This design comes from an exercise in tuning for small area, a short achievable clock period and few clock cycles on the open sky130 flow, not from production work. Only simulation tests tie the RTL to the original design; equivalence was not proved. Power and IR drop assume default switching activity.

File: design/flow/design.v
module tpx3_codec (
    input  wire        clk,
    input  wire        rst,
    input  wire        in_valid,
    output wire        in_ready,
    input  wire [7:0]  in_op,
    input  wire [47:0] in_a,
    input  wire [31:0] in_b,
    input  wire [31:0] in_c,
    input  wire [31:0] in_d,
    output wire        out_valid,
    input  wire        out_ready,
    output wire [47:0] out_res,
    output wire        out_err,
    output wire        out_amb
);
    localparam [7:0] OP_ADDR_ENC  = 8'h01;
    localparam [7:0] OP_ADDR_DEC  = 8'h02;
    localparam [7:0] OP_LFSR_STEP = 8'h08;
    localparam [7:0] OP_ENC_TOA   = 8'h10;
    localparam [7:0] OP_DEC_TOA   = 8'h11;
    localparam [7:0] OP_ENC_FTOA  = 8'h12;
    localparam [7:0] OP_DEC_FTOA  = 8'h13;
    localparam [7:0] OP_ENC_TOT   = 8'h14;
    localparam [7:0] OP_DEC_TOT   = 8'h15;
    localparam [7:0] OP_ENC_PC10  = 8'h18;
    localparam [7:0] OP_DEC_PC10  = 8'h19;
    localparam [7:0] OP_PKT_ASM   = 8'h40;
    localparam [7:0] OP_PKT_DIS   = 8'h41;
    localparam [7:0] OP_HIT_DEC   = 8'h43;
    localparam [9:0] TOT_SEED = 10'h3FF;
    localparam [9:0] TOT_OVV  = 10'h1FF;
    localparam [9:0] TOT_LAST = 10'd1022;    
    localparam [1:0] S_IDLE = 2'd0;
    localparam [1:0] S_EXEC = 2'd1;
    localparam [1:0] S_RUN  = 2'd2;
    localparam [1:0] S_DONE = 2'd3;
    reg [1:0]  state;
    reg [7:0]  op_q;
    reg [47:0] a_q;
    reg [31:0] b_q, c_q, d_q;
    reg [47:0] res_q;
    reg        err_q, amb_q;
    reg [9:0]  lfsr;
    reg [9:0]  cnt;
    reg [9:0]  target;
    reg        run_dec;      
    reg        run_hit;      
    reg        run_wdec;     
    assign in_ready  = (state == S_IDLE);
    assign out_valid = (state == S_DONE);
    assign out_res   = res_q;
    assign out_err   = err_q;
    assign out_amb   = amb_q;
    function [9:0] tot_step(input [9:0] r);
        tot_step = {r[8:0], r[6] ^ r[9]};
    endfunction
    function [13:0] gray2bin(input [13:0] g);
        integer i;
        begin
            gray2bin[13] = g[13];
            for (i = 12; i >= 0; i = i - 1)
                gray2bin[i] = gray2bin[i + 1] ^ g[i];
        end
    endfunction
    reg [47:0] c_res;
    reg        c_err;
    reg        c_run;         
    reg        c_run_dec;
    reg [9:0]  c_run_cnt;
    reg [9:0]  c_target;
    wire [7:0]  t1 = c_q[7:0];
    wire [7:0]  t2 = c_q[15:8];
    wire [7:0]  t3 = c_q[23:16];
    wire [7:0]  t4 = c_q[31:24];
    wire        four = (t3 != 8'd0) && (t4 != 8'd0);
    wire        step_width_bad = (b_q < 32'd1) || (b_q > 32'd16);
    wire [4:0]  w5 = b_q[4:0];
    wire        step_taps_bad = ({24'd0, t1} >= b_q) || ({24'd0, t2} >= b_q) ||
                                (four && (({24'd0, t3} >= b_q) || ({24'd0, t4} >= b_q)));
    wire [16:0] step_mask = (17'd1 << w5) - 17'd1;
    wire        step_reg_bad = ({31'd0, a_q[16:0]} > {15'd0, step_mask}) || (a_q[47:17] != 31'd0);
    wire [15:0] sreg = a_q[15:0];
    wire        step_fb = sreg[t1[3:0]] ^ sreg[t2[3:0]] ^
                          (four ? (sreg[t3[3:0]] ^ sreg[t4[3:0]]) : 1'b0);
    wire [16:0] step_out = ({sreg, 1'b0} & step_mask) | {16'd0, step_fb};
    wire [3:0]  p_hdr  = a_q[47:44];
    wire [15:0] p_addr = a_q[43:28];
    wire [13:0] p_toa  = a_q[27:14];
    wire [9:0]  p_sec  = a_q[13:4];
    wire [3:0]  p_ftoa = a_q[3:0];
    wire [7:0]  p_x    = {p_addr[15:9], p_addr[2]};
    wire [7:0]  p_y    = {p_addr[8:3], p_addr[1:0]};
    always @* begin
        c_res     = 48'd0;
        c_err     = 1'b0;
        c_run     = 1'b0;
        c_run_dec = 1'b0;
        c_run_cnt = 10'd0;
        c_target  = 10'd0;
        case (op_q)
            OP_ADDR_ENC: begin
                if (a_q > 48'd255 || b_q > 32'd255)
                    c_err = 1'b1;
                else
                    c_res[15:0] = {a_q[7:1], b_q[7:2], a_q[0], b_q[1:0]};
            end
            OP_ADDR_DEC: begin
                if (a_q > 48'd65535)
                    c_err = 1'b1;
                else
                    c_res[15:0] = {a_q[15:9], a_q[2], a_q[8:3], a_q[1:0]};
            end
            OP_LFSR_STEP: begin
                if (step_width_bad || step_taps_bad || step_reg_bad)
                    c_err = 1'b1;
                else
                    c_res[15:0] = step_out[15:0];
            end
            OP_ENC_TOA: begin
                if (a_q > 48'd16383)
                    c_err = 1'b1;
                else
                    c_res[13:0] = a_q[13:0] ^ {1'b0, a_q[13:1]};
            end
            OP_DEC_TOA: begin
                if (a_q > 48'd16383)
                    c_err = 1'b1;
                else
                    c_res[13:0] = gray2bin(a_q[13:0]);
            end
            OP_ENC_FTOA: begin
                c_res[3:0] = (a_q > 48'd15) ? 4'd15 : a_q[3:0];
            end
            OP_DEC_FTOA: begin
                if (a_q > 48'd15)
                    c_err = 1'b1;
                else
                    c_res[3:0] = a_q[3:0];
            end
            OP_ENC_TOT, OP_ENC_PC10: begin
                if (a_q >= {38'd0, TOT_LAST})
                    c_res[9:0] = TOT_OVV;
                else begin
                    c_run     = 1'b1;
                    c_run_cnt = a_q[9:0];
                end
            end
            OP_DEC_TOT, OP_DEC_PC10: begin
                if (a_q > 48'd1023)
                    c_err = 1'b1;
                else if (a_q[9:0] == TOT_OVV)
                    c_res[9:0] = TOT_LAST;
                else begin
                    c_run     = 1'b1;
                    c_run_dec = 1'b1;
                    c_target  = a_q[9:0];
                end
            end
            OP_PKT_ASM: begin
                if (a_q > 48'd65535 || b_q > 32'd16383 || c_q > 32'd1023 || d_q > 32'd15)
                    c_err = 1'b1;
                else
                    c_res = {4'b1010, a_q[15:0], b_q[13:0], c_q[9:0], d_q[3:0]};
            end
            OP_PKT_DIS: begin
                if (p_hdr != 4'b1010)
                    c_err = 1'b1;
                else
                    c_res = {4'd0, a_q[43:0]};
            end
            OP_HIT_DEC: begin
                if (b_q > 32'd1 || d_q[0] || p_hdr != 4'b1010)
                    c_err = 1'b1;
                else begin
                    c_res = {4'd0, p_x, p_y,
                             c_q[0] ? gray2bin(p_toa) : p_toa,
                             p_sec, p_ftoa};
                    if (b_q[0] == 1'b0) begin
                        if (p_sec == TOT_OVV) begin
                            if (c_q[0]) c_res[13:4] = TOT_LAST;
                        end else begin
                            c_run     = 1'b1;
                            c_run_dec = 1'b1;
                            c_target  = p_sec;
                        end
                    end
                end
            end
            default: c_err = 1'b1;
        endcase
    end
    always @(posedge clk) begin
        if (rst) begin
            state <= S_IDLE;
        end else begin
            case (state)
                S_IDLE: begin
                    if (in_valid) begin
                        op_q  <= in_op;
                        a_q   <= in_a;
                        b_q   <= in_b;
                        c_q   <= in_c;
                        d_q   <= in_d;
                        state <= S_EXEC;
                    end
                end
                S_EXEC: begin
                    res_q <= c_res;
                    err_q <= c_err;
                    amb_q <= 1'b0;
                    if (c_run) begin
                        lfsr     <= TOT_SEED;
                        cnt      <= c_run_dec ? 10'd0 : c_run_cnt;
                        target   <= c_target;
                        run_dec  <= c_run_dec;
                        run_hit  <= (op_q == OP_HIT_DEC);
                        run_wdec <= c_q[0];
                        state    <= S_RUN;
                    end else begin
                        state <= S_DONE;
                    end
                end
                S_RUN: begin
                    if (run_dec) begin
                        if (lfsr == target || cnt == TOT_LAST) begin
                            if (lfsr == target) begin
                                if (!run_hit)
                                    res_q[9:0] <= cnt;
                                else if (run_wdec)
                                    res_q[13:4] <= cnt;
                            end else begin
                                amb_q <= 1'b1;
                                if (!run_hit)
                                    res_q[9:0] <= 10'd0;
                                else if (run_wdec)
                                    res_q[13:4] <= 10'd0;
                            end
                            state <= S_DONE;
                        end else begin
                            lfsr <= tot_step(lfsr);
                            cnt  <= cnt + 10'd1;
                        end
                    end else begin
                        if (cnt == 10'd0) begin
                            res_q[9:0] <= lfsr;
                            state      <= S_DONE;
                        end else begin
                            lfsr <= tot_step(lfsr);
                            cnt  <= cnt - 10'd1;
                        end
                    end
                end
                S_DONE: begin
                    if (out_ready)
                        state <= S_IDLE;
                end
            endcase
        end
    end
endmodule
File: design/flow/constraint.sdc
create_clock -name core_clock -period 8.0 [get_ports {clk}]
set_input_delay 1.6000 -clock core_clock [delete_from_list [all_inputs] [get_ports {clk}]]
set_output_delay 1.6000 -clock core_clock [all_outputs]
set_load 0.01 [all_outputs]
File: design/flow/run.sh
#!/bin/bash
# synth_recipe.tcl (not shown) runs the flow's synth.tcl, then flattens the netlist and writes it again
# the make line also repeats each setting of config.mk as NAME=value (left out here)
make -C /OpenROAD-flow-scripts/flow DESIGN_CONFIG=/design/flow/config.mk WORK_HOME=/design/flow/orfs CLKGATE_MAP_FILE= SYNTH_SCRIPT=/design/flow/synth_recipe.tcl finish
File: design/flow/config.mk
export PLATFORM = sky130hd
export DESIGN_NAME = tpx3_codec
export DESIGN_NICKNAME = tpx3_codec
export VERILOG_FILES = /design/flow/design.v
export SDC_FILE = /design/flow/constraint.sdc
export NUM_CORES = 4
export LEC_CHECK = 0
export CAP_MARGIN = 20
export CORE_MARGIN = 2
export CORE_UTILIZATION = 40
export PLACE_DENSITY = 0.6
export SLEW_MARGIN = 20
==> metrics.yaml <==
status: "finished clean"
synth-seq-cells: 234
ys_types: 84
avgRoutedWirePerCell_um: 24.0
crit_type: "reg2reg"
power_mw: 3.63
cts_resized: 0
start_util_pct: 40.5
drt-pass1-iter-count: 9
grt_start_max_net_pins: 153
area_growth_pct: 26.1
hold_buffers: 0
grt_use_total_pct: 24.6
yosysTopAreaCell: "edfxtp_1"
pin_count: 208
syn_area_um2: 13100
crit_chain: "or2_1, or3_1, ha_1, nor3_1, a21oi_1, o41a_1, ha_1, a21o_1, a21o_1, a21oi_1, o2111ai_1, and2_1, or4_1, or4b_1, o211ai_1"
ctsLongestPathBuffers: 3
hold_viol: 0
slew_headroom_pct: 30.1
slew_violations: 0
via_per_inst: 5.87
synth.most_common_cell: "edfxtp_1"
sw_frac_of_total_pct: 29.4
fp.dieW_um: 185
skew_ns: 0.0202
combPwrFrac_pct: 23.2
tritoncts: "built"
worstMarginPinSlew_ns: 1.04
grt-ovfl-total: 0
synthArstFlopShare_pct: 0
setup_viol: 0
ys_top_cells_by_count: "232 x edfxtp_1, 78 x ha_1, 68 x nand2_1"
postCtsSetupRepairBufs: 0
rows: 66
synth-simple-area-share_pct: 13.3
grt_pass1_wl_um: 62600
gp_congestion: 0.920
required_ns: 8.38
sequentialPowerShare_pct: 45.5
synth_top_family_by_area: "compound AO/OA/AOI/OAI gates"
drc: 0
p_per_area_nw_per_um2: 219
synth_compound_area_share_pct: 13.9
synthMuxAreaShare_pct: 4.26
cts_max_level: 1
hold_class: "reg2reg"
insertion_delay_ns: 0.56
synth_seq_area_share_pct: 53.5
utilization_pct: 51.0
avgSynthCellArea_um2: 11.9
rsz0062_at_grt: "no"
crit_family: "simple AND/OR/NAND/NOR gates"
die_area_um2: 34200
yosysWarningCount: 1
synthTopCellsByArea: "edfxtp_1 53%, ha_1 7.4%, mux4_2 3.4%"
numPortBuffers: 205
critical_path.max_fanout: 17
critPathCaptureType: "flop"
grt_pass1_vias: 10200
vias: 10300
synth_top_area_share_pct: 53.2
p_clk_share_pct: 31.2
numCtsBuffers: 27
drt-initial-drc-count: 1182
fin_nets: 1537
power.net_switching_mw: 1.06
internal_power_mw: 2.56
die_h_um: 185
worst_hold_slack_ns: 0.553
crit_path_start_kind: "flop"
arrival_ns: 5.88
period_needed_ns: 5.50
cts.sinks: 234
syn_inst: 1100
cp.buffers_inverters: 0
design_area_um2: 16500
slowest_stage: "or4_1"
cpPeakStageDelay_ns: 0.68
cts_root_buffer: "clkbuf_16"
synth_xor_area_share_pct: 3.86
fin_crit_sh_pct: 68.8
clkTransAtPathRegs_ns: 0.06
p_leak_nw: 6.02
max_freq_ghz: 0.182
grt_antenna_before_repair: 0
synth-main-ff-cell: "edfxtp_1"
cap_violations: 0
coreArea_um2: 32400
yosys.area_share.adder_pct: 7.60
ant_nets: 0
place_hpwl_um: 31400
setup_tns_ns: 0
drive_gt1_share_pct: 7.59
dpl_cell_area_um2: 15700
wl_um: 42300
max-vdd-ir-drop_mv: 0.224
synth_edf_count: 232
-- sequential cells by signal, summed over array words and instances, names as in the netlist --
signal,cells
a_q,48
amb_q,1
b_q,32
c_q,32
cnt,10
d_q,32
err_q,1
lfsr,10
op_q,8
res_q,45
run_dec,1
run_hit,1
run_wdec,1
state,2
target,10
-- power by group through the flow --
stage / Combinational, mW / Sequential (mW) / Clock, mW
after CTS: 0.844 / 1.65 / 1.16
final: 0.842 / 1.65 / 1.13
after floorplan: 0.490 / 1.66 / 0
after global routing: 0.920 / 1.66 / 1.21
after global placement: 0.835 / 1.67 / 0
after detailed placement: 0.840 / 1.67 / 0
-- cell usage in the layout (no fill, tap or decap), types with 6 or more instances in the layout --
master,n
nand3_1,34
a222oi_1,13
mux4_2,20
nor4_1,30
nor2_1,61
or3_1,9
o31ai_1,11
mux2_2,6
inv_1,63
nor3_1,20
nand2b_1,15
clkbuf_1,9
and3_1,18
clkbuf_16,27
a221o_1,7
a21oi_1,45
clkdlybuf4s50_1,205
o21ai_0,46
nand4_1,23
nand2_1,68
and4_1,7
buf_4,24
ha_1,78
edfxtp_1,232
xor2_1,14
and2_1,6
xnor2_1,34
o211ai_1,8
a21o_1,16
a22o_1,19
a22oi_1,6
a31oi_1,12
a221oi_1,6
-- final timing paths --
check,startpoint,to,slack (ns),cells past startpoint
hold reg to reg,b_q[8],res_q[22],0.55,2
setup / recovery,b_q[2],res_q[5],2.50,15
setup reg to reg,b_q[2],res_q[5],2.50,15
hold / removal,b_q[8],res_q[22],0.55,2
-- area by class of cell --
class                      instances  area, um^2
antenna                            1        2.50
multi-input combinational        746        5680
inverter                          63         236
timing repair buffer             230        2250
tap                              442         553
clock inverter                     8        78.8
sequential                       234        7010
fill                            2876       15800
clock buffer                      36         709
-- cell families (layout without fill, tap and decap cells) --
kind of cell,Yosys count,after routing
AOI/OAI and AO/OA,256,256
muxes,30,30
DFF,234,234
xor gates and xnor gates,52,52
other,1,3
adders and majority gates,79,79
and+or+nand+nor,327,327
buffers and inverters,121,337
-- tightest hold or removal path, delay by kind of cell, from the launching register on --
family / cells / cell delay [ns]
flops: 1 / 0.34
simple gates: 2 / 0.11
-- per-stage QoR --
stage / worst slack, ns / cells
final: 2.50 / 1760
after global routing: 2.18 / 1759
after CTS: 2.54 / 1759
after detailed placement: 2.58 / 1715
after global placement: 2.70 / 1715
after floorplan: 1.85 / 1101
-- per-layer routing --
layer	global-route usage [%]	up-vias	wire length (um)
met5	0	-	0
met4	6.83	0	1010
met3	4.72	81	3900
met2	41.1	560	20000
met1	32.6	4990	17300
li1	-	4706	-
Testbench counts, summed over its fixed seeds: cycles 527,408.

==> static timing again, ports no longer ideal <==
How much do the figures lean on ideal ports? The routed layout below was timed once more, with nothing changed but the port constraints.
Step 1 assumes that a clkbuf_16 drives the clock port and a buf_2 every other input.
Step 2 also shifts input and output timing later by t, the mid clock arrival at the registers, as if the neighbouring blocks saw the same clock.
Slacks: no drivers / after step 1 / after step 2; pairs: no drivers / after step 1.
t (ns): 0.597
setup slack, ns: 2.498 / 2.498 / 2.498
clock arrival spread, ns: 0.021 / 0.020
worst register clock-pin slew, ns: 0.06 / 0.06
worst slew at a driven data input, ns: 0.07
After both steps this run still meets setup and hold. For this run, drivers alone change the setup slack by 0.000 ns; drivers and shift together by 0.000 ns.
